What follows belongs to an exercise in optimizing a design on an open flow for small area; a production flow would make more cautious choices. Where RTL was checked, it was by simulation tests only, not by an equivalence proof against the original. No activity file was given, so power comes from the tool's default toggle rates.

Design voice_filter, start of the top module:
module voice_filter (
    input  wire        clk,
    input  wire        rst,        
    input  wire        start,
    input  wire [31:0] x,
    input  wire        topo,       
    input  wire [1:0]  ftype,      
    input  wire [31:0] a0,
    input  wire [31:0] a1,
    input  wire [31:0] a2,
    input  wire [31:0] b1,
    input  wire [31:0] b2,
    input  wire [31:0] f1,
    input  wire [31:0] q,
    output reg         done,
    output wire [31:0] y
);
    reg [31:0] W0, W1, W2, W3, W4, W5;
    reg [2:0]  hs;
    reg        xsel, ysel;
    reg [5:0]  zf;
    reg [31:0] acc;                
    localparam [3:0] S_IDLE  = 4'd0,  S_MLOAD = 4'd1,  S_MIT   = 4'd2,
                     S_NORM  = 4'd3,  S_ROUND = 4'd4,  S_A0    = 4'd5,
                     S_SW1   = 4'd6,  S_SW2   = 4'd7,  S_A1    = 4'd8,
                     S_ALIGN = 4'd9,  S_LH    = 4'd10, S_WR    = 4'd11,
                     S_UPD0  = 4'd12, S_UPDX  = 4'd13;
    reg [3:0]  st;
    reg [3:0]  pc;                 
    reg [4:0]  cnt;                
    reg [2:0]  pend;               
    reg        swapped;
    reg [27:0] H;
    reg [26:0] L;
    reg signed [9:0] EH;
    reg        SH, SL;
    reg        nanF, infF;         
    localparam [1:0] K_MUL = 2'd0, K_ADD = 2'd1, K_LH = 2'd2;
    localparam [3:0] B_R = 4'd0, B_X = 4'd1, B_X1 = 4'd2, B_X2 = 4'd3,
                     B_Y1 = 4'd4, B_Y2 = 4'd5, B_LOW = 4'd6, B_BAND = 4'd7,
                     B_ACC = 4'd8, B_A0 = 4'd9, B_A1 = 4'd10, B_A2 = 4'd11,
                     B_B1 = 4'd12, B_B2 = 4'd13, B_F1 = 4'd14, B_Q = 4'd15;
  ...
Size: roughly 340 flip-flops, about 300 I/O pins, ~20000 um2 of cells after synthesis.
==> flow/config.mk <==
export PLATFORM = sky130hd
export DESIGN_NAME = voice_filter
export DESIGN_NICKNAME = voice_filter
export VERILOG_FILES = /design/flow/design.v
export SDC_FILE = /design/flow/constraint.sdc
export NUM_CORES = 4
export LEC_CHECK = 0
export CAP_MARGIN = 20
export CORE_MARGIN = 2
export CORE_UTILIZATION = 52
export SLEW_MARGIN = 20
export BUFFER_PORTS_ARGS = -buffer_cell sky130_fd_sc_hd__buf_1
export CTS_ARGS = -sink_clustering_enable -repair_clock_nets -dont_use_dummy_load -sink_clustering_size 16 -sink_clustering_max_diameter 120 -buf_list {sky130_fd_sc_hd__clkbuf_16}
==> flow/constraint.sdc <==
create_clock -name core_clock -period 22.0 [get_ports {clk}]
set_input_delay 4.4000 -clock core_clock [delete_from_list [all_inputs] [get_ports {clk}]]
set_output_delay 4.4000 -clock core_clock [all_outputs]
set_load 0.01 [all_outputs]
standard.sh (not shown) runs the stock make flow with config.mk's settings and CLKGATE_MAP_FILE= SYNTH_SCRIPT=/design/flow/synth_recipe.tcl, a recipe that flattens the netlist after the stock synthesis.
==> flow/flow/run.sh <==
#!/bin/bash
# The standard layout (the standard.sh, standard synthesis included),
# with two changes: the buffer that placement puts on every input and output
# port is sky130_fd_sc_hd__buf_1, and clock tree synthesis adds no dummy
# loads, and its sink clusters and buffers are set below.
set -euo pipefail
cd "$(dirname "$0")/.."
cat >> config.mk <<'MK'
export BUFFER_PORTS_ARGS = -buffer_cell sky130_fd_sc_hd__buf_1
export CTS_ARGS = -sink_clustering_enable -repair_clock_nets -dont_use_dummy_load -sink_clustering_size 16 -sink_clustering_max_diameter 120 -buf_list {sky130_fd_sc_hd__clkbuf_16}
MK
bash standard.sh finish > standard_flow.log 2>&1
The starting point produced a clean layout.
Change:
--- a/flow/flow/run.sh
+++ b/flow/flow/run.sh
@@ -9,3 +9,3 @@
 export BUFFER_PORTS_ARGS = -buffer_cell sky130_fd_sc_hd__buf_1
-export CTS_ARGS = -sink_clustering_enable -repair_clock_nets -dont_use_dummy_load -sink_clustering_size 16 -sink_clustering_max_diameter 120 -buf_list {sky130_fd_sc_hd__clkbuf_16}
+export CTS_ARGS = -sink_clustering_enable -repair_clock_nets -dont_use_dummy_load -sink_clustering_size 8 -sink_clustering_max_diameter 90 -buf_list {sky130_fd_sc_hd__clkbuf_4 sky130_fd_sc_hd__clkbuf_8}
 MK
Settings changed: CORE_UTILIZATION 52 to 40, CTS_ARGS -sink_clustering_enable -repair_clock_nets -dont_use_dummy_load -sink_clustering_size 16 -sink_clustering_max_diameter 120 -buf_list {sky130_fd_sc_hd__clkbuf_16} to -sink_clustering_enable -repair_clock_nets -dont_use_dummy_load -sink_clustering_size 8 -sink_clustering_max_diameter 90 -buf_list {sky130_fd_sc_hd__clkbuf_4 sky130_fd_sc_hd__clkbuf_8}.
Worst setup slack gets better by 0.072 ns.
Worst hold slack gets better by 0.012 ns.
Design area went up by 0.84%.
Power went up by 0.32%.
First-iteration DRC count went down by 1.7%.
Non-clock buffer count went down by 2.
Sequential share of layout area went down by 0.30 points.
Via count is about the same.

exp/xenon:
voice_filter, a different RTL version from the one above (not shown whole).
For scale: ~2,100 cells after synthesis, ~340 flip-flops, roughly 19,000 µm² of cells after synthesis.
export LEC_CHECK = 0
export CAP_MARGIN = 20
export CORE_MARGIN = 2
export CORE_UTILIZATION = 40
export SLEW_MARGIN = 20
export BUFFER_PORTS_ARGS = -buffer_cell sky130_fd_sc_hd__buf_1
export CTS_ARGS = -sink_clustering_enable -repair_clock_nets -dont_use_dummy_load -sink_clustering_size 10 -sink_clustering_max_diameter 130 -buf_list {sky130_fd_sc_hd__clkbuf_8}
create_clock -name core_clock -period 22.0 [get_ports {clk}]
==> flow/flow/run.sh <==
#!/bin/bash
# The standard layout (the standard.sh, standard synthesis included),
# with two changes: the buffer that placement puts on every input and output
# port is sky130_fd_sc_hd__buf_1, and clock tree synthesis adds no dummy
# loads, and its sink clusters and buffers are set below.
set -euo pipefail
cd "$(dirname "$0")/.."
cat >> config.mk <<'MK'
export BUFFER_PORTS_ARGS = -buffer_cell sky130_fd_sc_hd__buf_1
export CTS_ARGS = -sink_clustering_enable -repair_clock_nets -dont_use_dummy_load -sink_clustering_size 10 -sink_clustering_max_diameter 130 -buf_list {sky130_fd_sc_hd__clkbuf_8}
MK
bash standard.sh finish > standard_flow.log 2>&1
In summary, exp/xenon completed successfully, with a layout that passed the timing, design-rule and antenna checks.
For exp/maple, these inputs were changed with respect to exp/xenon:
Settings: CTS_ARGS changed from -sink_clustering_enable -repair_clock_nets -dont_use_dummy_load -sink_clustering_size 10 -sink_clustering_max_diameter 130 -buf_list {sky130_fd_sc_hd__clkbuf_8} to -sink_clustering_enable -repair_clock_nets -dont_use_dummy_load -sink_clustering_size 12 -sink_clustering_max_diameter 100 -buf_list {sky130_fd_sc_hd__clkbuf_8}.
diff --git a/flow/flow/run.sh b/flow/flow/run.sh
--- a/flow/flow/run.sh
+++ b/flow/flow/run.sh
@@ -10 +10 @@
-export CTS_ARGS = -sink_clustering_enable -repair_clock_nets -dont_use_dummy_load -sink_clustering_size 10 -sink_clustering_max_diameter 130 -buf_list {sky130_fd_sc_hd__clkbuf_8}
+export CTS_ARGS = -sink_clustering_enable -repair_clock_nets -dont_use_dummy_load -sink_clustering_size 12 -sink_clustering_max_diameter 100 -buf_list {sky130_fd_sc_hd__clkbuf_8}
==> comparison <==
Clock skew after layout (exp/maple over exp/xenon): increase, 0.0064 ns. Going from exp/xenon to exp/maple, setup slack went down by 0.014 ns; worst hold slack went down by 0.0093 ns; area growth from synthesis to layout went down by 0.27 points; net count of the finished layout was more or less identical. In terms of wire length, exp/xenon and exp/maple differ only marginally.
## Diff of input files: exp/delta against exp/maple
Settings: a change of CTS_ARGS from -sink_clustering_enable -repair_clock_nets -dont_use_dummy_load -sink_clustering_size 12 -sink_clustering_max_diameter 100 -buf_list {sky130_fd_sc_hd__clkbuf_8} to -sink_clustering_enable -repair_clock_nets -dont_use_dummy_load -sink_clustering_size 16 -sink_clustering_max_diameter 120 -buf_list {sky130_fd_sc_hd__clkbuf_16}.
diff --git a/flow/flow/run.sh b/flow/flow/run.sh
--- a/flow/flow/run.sh
+++ b/flow/flow/run.sh
@@ -10 +10 @@
-export CTS_ARGS = -sink_clustering_enable -repair_clock_nets -dont_use_dummy_load -sink_clustering_size 12 -sink_clustering_max_diameter 100 -buf_list {sky130_fd_sc_hd__clkbuf_8}
+export CTS_ARGS = -sink_clustering_enable -repair_clock_nets -dont_use_dummy_load -sink_clustering_size 16 -sink_clustering_max_diameter 120 -buf_list {sky130_fd_sc_hd__clkbuf_16}
## What came out
On exp/delta: time the final worst path needs with I/O delays and setup is 0.036 ns higher than what exp/maple gave. Against exp/maple as the reference, exp/delta delivers a higher slew at the pin closest to its max-slew limit. exp/delta against exp/maple: final-layout worst hold slack now sits higher; met3 global-route usage now sits higher.
What exp/onyx does differently from exp/delta at the input level:
Settings: swapping -sink_clustering_enable -repair_clock_nets -dont_use_dummy_load -sink_clustering_size 16 -sink_clustering_max_diameter 120 -buf_list {sky130_fd_sc_hd__clkbuf_16} for -sink_clustering_enable -repair_clock_nets -dont_use_dummy_load -sink_clustering_size 10 -sink_clustering_max_diameter 100 -buf_list {sky130_fd_sc_hd__clkbuf_8} in CTS_ARGS.
diff --git a/flow/flow/run.sh b/flow/flow/run.sh
--- a/flow/flow/run.sh
+++ b/flow/flow/run.sh
@@ -10 +10 @@
-export CTS_ARGS = -sink_clustering_enable -repair_clock_nets -dont_use_dummy_load -sink_clustering_size 16 -sink_clustering_max_diameter 120 -buf_list {sky130_fd_sc_hd__clkbuf_16}
+export CTS_ARGS = -sink_clustering_enable -repair_clock_nets -dont_use_dummy_load -sink_clustering_size 10 -sink_clustering_max_diameter 100 -buf_list {sky130_fd_sc_hd__clkbuf_8}
Notes after the runs:
There was hardly any difference in sequential power between exp/delta and exp/onyx.
| worst hold slack across all endpoints | higher: exp/delta |
After synthesis and placement, the instance count of exp/onyx is above that of exp/delta.

Setup of run a:
voice_filter, a different RTL version from the one above (not shown whole).
Size in the first run: about 340 flip-flops, roughly 300 I/O pins, ~22000 µm² of cells after synthesis.
==> flow/config.mk <==
export PLATFORM = sky130hd
export DESIGN_NAME = voice_filter
export DESIGN_NICKNAME = voice_filter
export VERILOG_FILES = /design/flow/design.v
export SDC_FILE = /design/flow/constraint.sdc
export NUM_CORES = 4
export LEC_CHECK = 0
export CAP_MARGIN = 20
export CORE_MARGIN = 2
export CORE_UTILIZATION = 40
export SLEW_MARGIN = 20
export BUFFER_PORTS_ARGS = -buffer_cell sky130_fd_sc_hd__buf_1
export CTS_ARGS = -sink_clustering_enable -repair_clock_nets -dont_use_dummy_load -sink_clustering_size 30 -buf_list {sky130_fd_sc_hd__clkbuf_4 sky130_fd_sc_hd__clkbuf_8}
==> flow/constraint.sdc <==
create_clock -name core_clock -period 22.0 [get_ports {clk}]
set_input_delay 4.4000 -clock core_clock [delete_from_list [all_inputs] [get_ports {clk}]]
set_output_delay 4.4000 -clock core_clock [all_outputs]
set_load 0.01 [all_outputs]
==> flow/flow/run.sh <==
#!/bin/bash
# The standard layout (the standard.sh, standard synthesis included),
# with two changes: the buffer that placement puts on every input and output
# port is sky130_fd_sc_hd__buf_1, and clock tree synthesis adds no dummy
# loads, and its sink clusters and buffers are set below.
set -euo pipefail
cd "$(dirname "$0")/.."
cat >> config.mk <<'MK'
export BUFFER_PORTS_ARGS = -buffer_cell sky130_fd_sc_hd__buf_1
export CTS_ARGS = -sink_clustering_enable -repair_clock_nets -dont_use_dummy_load -sink_clustering_size 30 -buf_list {sky130_fd_sc_hd__clkbuf_4 sky130_fd_sc_hd__clkbuf_8}
MK
bash standard.sh finish > standard_flow.log 2>&1
Run a did not stop at any stage, and its layout met the timing, design-rule and antenna checks.
Inputs modified between run a and run b:
- CTS_ARGS: -sink_clustering_enable -repair_clock_nets -dont_use_dummy_load -sink_clustering_size 30 -buf_list {sky130_fd_sc_hd__clkbuf_4 sky130_fd_sc_hd__clkbuf_8} -> -sink_clustering_enable -repair_clock_nets -dont_use_dummy_load -sink_clustering_size 18 -sink_clustering_max_diameter 130 -buf_list {sky130_fd_sc_hd__clkbuf_16}
diff --git a/flow/flow/run.sh b/flow/flow/run.sh
--- a/flow/flow/run.sh
+++ b/flow/flow/run.sh
@@ -8,5 +8,5 @@
 cat >> config.mk <<'MK'
 export BUFFER_PORTS_ARGS = -buffer_cell sky130_fd_sc_hd__buf_1
-export CTS_ARGS = -sink_clustering_enable -repair_clock_nets -dont_use_dummy_load -sink_clustering_size 30 -buf_list {sky130_fd_sc_hd__clkbuf_4 sky130_fd_sc_hd__clkbuf_8}
+export CTS_ARGS = -sink_clustering_enable -repair_clock_nets -dont_use_dummy_load -sink_clustering_size 18 -sink_clustering_max_diameter 130 -buf_list {sky130_fd_sc_hd__clkbuf_16}
 MK
 bash standard.sh finish > standard_flow.log 2>&1
[summary]
- Comparing run a against run b, there is no change at all in unique cell type count in the Yosys netlist.
- Fmax: run b lower than run a
- In run b, utilization is lower than in run a.
- From run a to run b the numbers moved as follows: area added between synthesis and finish -1.1 points, final design area excluding fillers -about 1%.
- Worst setup slack was higher in run a than in run b.
- Run b reports a lower total routed wirelength than run a does.
- Compared with run a, run b shows a aggregate global-route resource usage that is 0.35 points lower.

## job 3753
Another version of the RTL of voice_filter (not shown whole).
Size in the first run: roughly 2,600 cells after synthesis, ~300 I/O pins, roughly 22,000 µm² of cells after synthesis.
Settings: LEC_CHECK=0, CAP_MARGIN=20, CORE_MARGIN=2, CORE_UTILIZATION=40, SLEW_MARGIN=20, BUFFER_PORTS_ARGS=-buffer_cell sky130_fd_sc_hd__buf_1, CTS_ARGS=-sink_clustering_enable -repair_clock_nets -dont_use_dummy_load -sink_clustering_size 22 -sink_clustering_max_diameter 150 -buf_list {sky130_fd_sc_hd__clkbuf_16}; clock period 22.0 ns.
==> flow/flow/run.sh <==
#!/bin/bash
# The standard layout (the standard.sh, standard synthesis included),
# with two changes: the buffer that placement puts on every input and output
# port is sky130_fd_sc_hd__buf_1, and clock tree synthesis adds no dummy
# loads.
set -euo pipefail
cd "$(dirname "$0")/.."
cat >> config.mk <<'MK'
export BUFFER_PORTS_ARGS = -buffer_cell sky130_fd_sc_hd__buf_1
export CTS_ARGS = -sink_clustering_enable -repair_clock_nets -dont_use_dummy_load -sink_clustering_size 22 -sink_clustering_max_diameter 150 -buf_list {sky130_fd_sc_hd__clkbuf_16}
MK
bash standard.sh finish > standard_flow.log 2>&1
The inputs of job 8920 differ from those of job 3753 as listed below.
- CTS_ARGS now -sink_clustering_enable -repair_clock_nets -dont_use_dummy_load -sink_clustering_size 13 -sink_clustering_max_diameter 120 -buf_list {sky130_fd_sc_hd__clkbuf_8}, was -sink_clustering_enable -repair_clock_nets -dont_use_dummy_load -sink_clustering_size 22 -sink_clustering_max_diameter 150 -buf_list {sky130_fd_sc_hd__clkbuf_16}
diff --git a/flow/flow/run.sh b/flow/flow/run.sh
--- a/flow/flow/run.sh
+++ b/flow/flow/run.sh
@@ -8,5 +8,5 @@
 cat >> config.mk <<'MK'
 export BUFFER_PORTS_ARGS = -buffer_cell sky130_fd_sc_hd__buf_1
-export CTS_ARGS = -sink_clustering_enable -repair_clock_nets -dont_use_dummy_load -sink_clustering_size 22 -sink_clustering_max_diameter 150 -buf_list {sky130_fd_sc_hd__clkbuf_16}
+export CTS_ARGS = -sink_clustering_enable -repair_clock_nets -dont_use_dummy_load -sink_clustering_size 13 -sink_clustering_max_diameter 120 -buf_list {sky130_fd_sc_hd__clkbuf_8}
 MK
 bash standard.sh finish > standard_flow.log 2>&1
### Flow results
Diff job 3753 -> job 8920: reg-to-reg setup timing slack about even, area added between synthesis and finish fell 0.26 points, layout clock buffer count rose 11.
Edits applied to the flow inputs when going from job 8920 to job 9216:
- changing CTS_ARGS from -sink_clustering_enable -repair_clock_nets -dont_use_dummy_load -sink_clustering_size 13 -sink_clustering_max_diameter 120 -buf_list {sky130_fd_sc_hd__clkbuf_8} to -sink_clustering_enable -repair_clock_nets -dont_use_dummy_load -sink_clustering_size 30 -buf_list {sky130_fd_sc_hd__clkbuf_4 sky130_fd_sc_hd__clkbuf_8}
diff --git a/flow/flow/run.sh b/flow/flow/run.sh
--- a/flow/flow/run.sh
+++ b/flow/flow/run.sh
@@ -8,5 +8,5 @@
 cat >> config.mk <<'MK'
 export BUFFER_PORTS_ARGS = -buffer_cell sky130_fd_sc_hd__buf_1
-export CTS_ARGS = -sink_clustering_enable -repair_clock_nets -dont_use_dummy_load -sink_clustering_size 13 -sink_clustering_max_diameter 120 -buf_list {sky130_fd_sc_hd__clkbuf_8}
+export CTS_ARGS = -sink_clustering_enable -repair_clock_nets -dont_use_dummy_load -sink_clustering_size 30 -buf_list {sky130_fd_sc_hd__clkbuf_4 sky130_fd_sc_hd__clkbuf_8}
 MK
 bash standard.sh finish > standard_flow.log 2>&1
Job 8920 has a lower total global-route track usage than job 9216.
Area growth from synthesis to final layout, job 9216 and job 8920: lower on job 8920
Placement-stage cell area came out exactly the same in job 9216 and job 8920.
When job 9216 is set beside job 8920, its final worst setup slack turns out to be 0.024 ns smaller.
From job 8920 to job 9216 the numbers moved as follows: worst hold slack moved up, via density per instance moved down.
Clock-buffer cell count: job 9216 > job 8920
Power: job 9216 > job 8920
Job 9216 ended with less clock transition at the registers of the reported paths than job 8920.
Edits applied to the flow inputs when going from job 9216 to job 3399:
- CTS_ARGS changed from -sink_clustering_enable -repair_clock_nets -dont_use_dummy_load -sink_clustering_size 30 -buf_list {sky130_fd_sc_hd__clkbuf_4 sky130_fd_sc_hd__clkbuf_8} to -sink_clustering_enable -repair_clock_nets -dont_use_dummy_load
diff --git a/flow/flow/run.sh b/flow/flow/run.sh
--- a/flow/flow/run.sh
+++ b/flow/flow/run.sh
@@ -8,5 +8,5 @@
 cat >> config.mk <<'MK'
 export BUFFER_PORTS_ARGS = -buffer_cell sky130_fd_sc_hd__buf_1
-export CTS_ARGS = -sink_clustering_enable -repair_clock_nets -dont_use_dummy_load -sink_clustering_size 30 -buf_list {sky130_fd_sc_hd__clkbuf_4 sky130_fd_sc_hd__clkbuf_8}
+export CTS_ARGS = -sink_clustering_enable -repair_clock_nets -dont_use_dummy_load
 MK
 bash standard.sh finish > standard_flow.log 2>&1
==> summary.txt <==
Of job 9216 and job 3399, the run reporting the higher worst hold slack was job 3399. Compared with job 9216, job 3399 degrades shortest period the worst path allows. Diff job 9216 -> job 3399: maximum frequency from static timing analysis lost 0.45%, total overflow reported by the global router neither gained nor lost much, power density over cell area picked up an extra about 1.5%, proportion of cell area occupied by registers lost 0.18 points, detailed route wirelength on metal2 picked up an extra 0.37%.
No run of this note included a check of the RTL's function; only the layout flow was run.

## re-timing with driven ports
How much do the figures lean on ideal ports? The routed layouts below were timed once more, with nothing changed but the port constraints. Step 1, drivers: a clkbuf_16 drives clk and a buf_2 each remaining input, both assumed. Step 2 also shifts input and output timing later by t, the mid clock arrival at the registers, as if the neighbouring blocks saw the same clock. a / b / c = no drivers / after step 1 / after step 2; a / b = the first two.
| run | shift t [ns] | setup WS [ns] | slew at the worst register clock pin (ns) | worst slew at a driven data input, ns |
|---|---|---|---|---|
| the first run of note 1 | 0.609 | 11.680 / 11.715 / 11.106 | 0.09 / 0.09 | 0.15 |
| the second run of note 1 | 0.645 | 11.752 / 11.773 / 11.127 | 0.09 / 0.09 | 0.15 |
| exp/xenon | 0.653 | 11.472 / 11.498 / 10.845 | 0.10 / 0.10 | 0.13 |
| exp/maple | 0.641 | 11.458 / 11.489 / 10.849 | 0.12 / 0.12 | 0.13 |
| exp/delta | 0.605 | 11.422 / 11.454 / 10.849 | 0.09 / 0.09 | 0.13 |
| exp/onyx | 0.647 | 11.403 / 11.431 / 10.784 | 0.09 / 0.09 | 0.16 |
| run a | 0.703 | 9.713 / 9.702 / 8.999 | 0.07 / 0.07 | 0.22 |
| run b | 0.621 | 9.639 / 9.632 / 9.012 | 0.11 / 0.11 | 0.19 |
| job 3753 | 0.589 | 8.885 / 8.924 / 8.335 | 0.12 / 0.12 | 0.10 |
| job 8920 | 0.714 | 8.995 / 9.041 / 8.327 | 0.12 / 0.12 | 0.09 |
| job 9216 | 0.734 | 8.972 / 9.014 / 8.279 | 0.06 / 0.06 | 0.10 |
| job 3399 | 0.625 | 8.913 / 8.955 / 8.330 | 0.06 / 0.06 | 0.09 |
After both steps every run listed still meets setup and hold. For run a, which loses most, drivers alone change the setup slack by -0.011 ns; drivers and shift together by -0.714 ns.
